Background: an optimization exercise with open tools, aiming at small area, a short achievable clock period and few clock cycles per item. Do not read the settings as production practice. In this exercise RTL edits were held to simulation tests only and were not proved equivalent to the original.

Setup of v6:
Design nasccl_schedgen, start of the top module:
module nasccl_schedgen (
    input  wire         clk,
    input  wire         rst,
    input  wire         start,
    input  wire [13:0]  table_count,
    input  wire [10:0]  seed_len,
    output wire         idle,
    input  wire         seed_valid,
    input  wire [7:0]   seed_data,
    output wire         seed_ready,
    output reg          out_valid,
    output wire [255:0] out_data,
    input  wire         out_ready
);
==> flow/config.mk <==
export PLATFORM = sky130hd
export DESIGN_NAME = nasccl_schedgen
export DESIGN_NICKNAME = nasccl_schedgen
export VERILOG_FILES = /design/flow/design.v
export SDC_FILE = /design/flow/constraint.sdc
export NUM_CORES = 8
export LEC_CHECK = 0
export ABC_AREA = 1
export CAP_MARGIN = 20
export CORE_MARGIN = 2
export CORE_UTILIZATION = 40
export CTS_CLUSTER_DIAMETER = 60
export CTS_CLUSTER_SIZE = 25
export SETUP_SLACK_MARGIN = 5
export SLEW_MARGIN = 20
==> flow/constraint.sdc <==
create_clock -name core_clock -period 10.0 [get_ports {clk}]
set_input_delay 2.0000 -clock core_clock [delete_from_list [all_inputs] [get_ports {clk}]]
set_output_delay 2.0000 -clock core_clock [all_outputs]
set_load 0.01 [all_outputs]
standard.sh (not shown) runs the stock make flow with config.mk's settings and CLKGATE_MAP_FILE= SYNTH_SCRIPT=/design/flow/synth_recipe.tcl, a recipe that flattens the netlist after the stock synthesis.
==> flow/flow/run.sh <==
#!/bin/bash
set -euo pipefail
W=$(pwd)

# ORFS synth.tcl, with the ABC arguments pointing at our script
sed "s|^source \$::env(SCRIPTS_DIR)/synth_preamble.tcl\$|&\nset abc_args [list -script $W/flow/abc.script {*}\$lib_args {*}\$lib_dont_use_args -constr \$::env(OBJECTS_DIR)/abc.constr]|" \
    "$FLOW_HOME/scripts/synth.tcl" > "$W/flow_synth.tcl"
grep -q "flow/abc.script" "$W/flow_synth.tcl"

# The standard flow's synthesis wrapper, sourcing the script above
sed "s|source \$::env(SCRIPTS_DIR)/synth.tcl|source $W/flow_synth.tcl|" "$W/synth_recipe.tcl" > "$W/flow_synth_recipe.tcl"
grep -q "flow_synth.tcl" "$W/flow_synth_recipe.tcl"

# standard.sh, using that wrapper and the port buffer cell
sed -e "s|SYNTH_SCRIPT=$W/synth_recipe.tcl|SYNTH_SCRIPT=$W/flow_synth_recipe.tcl|" \
    -e "s| SETUP_SLACK_MARGIN=5 | SETUP_SLACK_MARGIN=5.15 |" \
    -e "s|\"\${@:-finish}\"|\"BUFFER_PORTS_ARGS=-buffer_cell sky130_fd_sc_hd__buf_1\" \"CTS_ARGS=-sink_clustering_enable -repair_clock_nets -sink_clustering_size 25 -sink_clustering_max_diameter 60 -dont_use_dummy_load\" &|" \
    "$W/standard.sh" > "$W/flow_standard.sh"
grep -q "flow_synth_recipe.tcl" "$W/flow_standard.sh"
grep -q "BUFFER_PORTS_ARGS" "$W/flow_standard.sh"
grep -q "dont_use_dummy_load" "$W/flow_standard.sh"
grep -q " SETUP_SLACK_MARGIN=5.15 " "$W/flow_standard.sh"

RV="$W/orfs/results/sky130hd/nasccl_schedgen/base/1_2_yosys.v"
bash "$W/flow_standard.sh" "$RV" > "$W/flow_synth.log" 2>&1
cp "$RV" "$RV.synth"
python3 "$W/flow/pushinv.py" "$RV.synth" "$RV" > "$W/flow_pushinv.log" 2>&1
touch -r "$RV.synth" "$RV"
bash "$W/flow_standard.sh" > "$W/flow_standard.log" 2>&1
test -f "$W/out/final.def"
Other scripts of this flow, unchanged in this note and not shown: flow/flow/abc.script, flow/flow/pushinv.py
v6 was carried through to the last stage, and its layout satisfied the timing, design-rule and antenna checks.
Testbench counts of v6, summed over its fixed seeds: cycles 57,258, items 712.
### v6 -> v7
--- a/flow/design.v
+++ b/flow/design.v
@@ -155,13 +155,12 @@
     reg          first_blk;
     reg          sdone;        
     reg          run, ffa;
     reg  [5:0]   rnd;
     reg  [1:0]   ffk;
     reg  [1:0]   ctx;
-    reg          ffiv;         
     reg  [31:0]  kreg;         
     reg          runb, ffab;   
     reg  [3:0]   xs;           
     reg          mins;         
     reg  [3:0]   mph;          
     reg  [16:0]  ctr;          
@@ -207,15 +206,15 @@
     wire cdone   = ffa && (ffk == 2'd3);
     wire hand_go = (state == S_HAND) && (!out_valid || out_ready) && (mph == 4'd15)
                    && !(out_valid && !a_real);
     wire rot_go  = in_rot && mv_last;
     wire xfer_go = in_xfer && mv_last;
     wire a_ld    = hand_go || rot_go || xfer_go;
-    wire [255:0] a_ldv = (hand_go || (xfer_go && !first_blk)) ? ist : SHA256_IV;
+    wire [255:0] a_ldv = ist;
     wire b_ld    = hand_go || rot_go;
-    wire [255:0] b_ldv = hand_go ? ost : SHA256_IV;
+    wire [255:0] b_ldv = ost;
     wire bw_ld   = cdone && (ctx == C_ITEM || (ctx == C_BLK && lastblk));
     reg  [31:0] k_nx;                              
     always @(*) begin
         case (rnd + 6'd1)
             6'd0:  k_nx = 32'h428a2f98; 6'd1:  k_nx = 32'h71374491;
             6'd2:  k_nx = 32'hb5c0fbcf; 6'd3:  k_nx = 32'he9b5dba5;
@@ -256,29 +255,25 @@
     wire [31:0] ay  = ({32{xs[0]}} & ist[31:0])    | ({32{xs[1]}} & ist[63:32])   |
                       ({32{xs[2]}} & ist[95:64])   | ({32{xs[3]}} & ist[127:96]);
     wire [31:0] bx  = ({32{xs[0]}} & ost[159:128]) | ({32{xs[1]}} & ost[191:160]) |
                       ({32{xs[2]}} & ost[223:192]) | ({32{xs[3]}} & ost[255:224]);
     wire [31:0] by  = ({32{xs[0]}} & ost[31:0])    | ({32{xs[1]}} & ost[63:32])   |
                       ({32{xs[2]}} & ost[95:64])   | ({32{xs[3]}} & ost[127:96]);
-    wire [31:0] ivx = ({32{xs[0]}} & SHA256_IV[159:128]) | ({32{xs[1]}} & SHA256_IV[191:160]) |
-                      ({32{xs[2]}} & SHA256_IV[223:192]) | ({32{xs[3]}} & SHA256_IV[255:224]);
-    wire [31:0] ivy = ({32{xs[0]}} & SHA256_IV[31:0])    | ({32{xs[1]}} & SHA256_IV[63:32])   |
-                      ({32{xs[2]}} & SHA256_IV[95:64])   | ({32{xs[3]}} & SHA256_IV[127:96]);
     sha256_core #(.HOLD(0)) u_a (
         .clk     (clk),
         .st_ld   (a_ld),
         .st_val  (a_ldv),
         .w_ld    (1'b0),
         .w_val   (256'd0),
         .w_ins   (a_ins),
         .ins_val (a_insv),
         .rnd_en  (run),
         .ff_en   (ffa),
         .k       (kreg),
-        .x       (ffiv ? ivx : ax),
-        .y       (ffiv ? ivy : ay),
+        .x       (ax),
+        .y       (ay),
         .st      (a_st),
         .fin     (a_fin),
         .w0      (a_w0)
     );
     sha256_core #(.HOLD(1)) u_b (
         .clk     (clk),
@@ -288,14 +283,14 @@
         .w_val   (a_fin),
         .w_ins   (b_ins),
         .ins_val (b_insv),
         .rnd_en  (runb),
         .ff_en   (ffab),
         .k       (kreg),
-        .x       (ffiv ? ivx : bx),
-        .y       (ffiv ? ivy : by),
+        .x       (bx),
+        .y       (by),
         .st      (b_st),
         .fin     (b_fin),
         .w0      (b_w0)
     );
     wire take    = seed_valid && sready;
     wire go      = hand_go || rot_go || xfer_go;      
@@ -305,15 +300,19 @@
             sl_q <= seed_len;
         end
         bd_q <= seed_data;
         bl_q <= (cnt_in + 11'd1 == sl_q);
         if (push)
             stage <= {stage[15:0], sb};
-        if (cdone && ctx != C_ITEM)
+        if (state == S_INIT || (cdone && ctx == C_BLK && lastblk))
+            ist <= SHA256_IV;
+        else if (cdone && ctx != C_ITEM)
             ist <= a_fin;
-        if (cdone && ctx == C_KEY)
+        if (state == S_INIT)
+            ost <= SHA256_IV;
+        else if (cdone && ctx == C_KEY)
             ost <= b_fin;
         kreg <= (run && rnd != 6'd63) ? k_nx : K0;
         xs   <= (run && rnd == 6'd63) ? 4'b0001 : {xs[2:0], 1'b0};
     end
     always @(posedge clk) begin
         if (rst) begin
@@ -415,22 +414,20 @@
                 end
                 S_XFER: begin
                     wcnt <= wcnt + 4'd1;
                     if (mv_last) begin
                         bfull   <= 1'b0;
                         lastblk <= lastfull;
-                        ffiv    <= first_blk;
                         ctx     <= C_BLK;
                         sready  <= (cnt_in != sl_q);
                         state   <= S_CMP;
                     end
                 end
                 S_ROT: begin
                     wcnt <= wcnt + 4'd1;
                     if (mv_last) begin
-                        ffiv  <= 1'b1;
                         ctx   <= C_KEY;
                         state <= S_CMP;
                     end
                 end
                 S_CMP: begin
                     if (cdone) begin
@@ -442,13 +439,12 @@
                                     state <= S_ROT;
                                 end else begin
                                     state <= S_COLL;
                                 end
                             end
                             C_KEY: begin
-                                ffiv  <= 1'b0;
                                 ctx   <= C_ITEM;
                                 state <= S_HAND;
                             end
                             default: begin
                                 out_valid <= b_real;
                                 state     <= S_HAND;
==> run summary <==
As far as number of remaining DRC errors goes, v6 and v7 are indistinguishable; the numbers are identical. Compared with v6, in v7 die area now sits higher, sequential cell count barely changed, first-iteration DRC count saw an increase, least setup slack across all paths after layout rose 0.082 ns. In v7, the met3 demand-to-capacity share in global routing came out 1.3 points above the value in v6. v7 against v6: sequential share of layout area decreased 3.6 points, first-pass GRT wire length fell 6.5%, number of maximum-capacitance violations held steady, chip height rose by about 0.5%.
Testbench counts of v7, summed over its fixed seeds: cycles 57,258, items 712.

## afterwards: timing with drivers on the ports
The results above use ideal ports. As a check the final layouts listed here were re-extracted and re-timed, cells and wires unchanged. Step 1, drivers: a clkbuf_16 drives clk and a buf_2 each remaining input, both assumed. Step 2, shift: input delay + t, output delay - t, t = (earliest + latest rising clock arrival at the registers) / 2. This alone moves slack from input paths to output paths. Slacks: no drivers / after step 1 / after step 2; pairs: no drivers / after step 1.
| run | shift t [ns] | setup slack, ns | worst setup path after step 2 | clock arrival spread, ns |
|---|---|---|---|---|
| v6 | 0.992 | 4.981 / 4.981 / 4.373 | input to register | 0.111 / 0.111 |
| v7 | 0.967 | 5.063 / 5.063 / 4.536 | input to register | 0.144 / 0.144 |
After both steps setup and hold are still met in every run listed. For v6, which loses most, drivers alone change the setup slack by 0.000 ns; drivers and shift together by -0.608 ns.
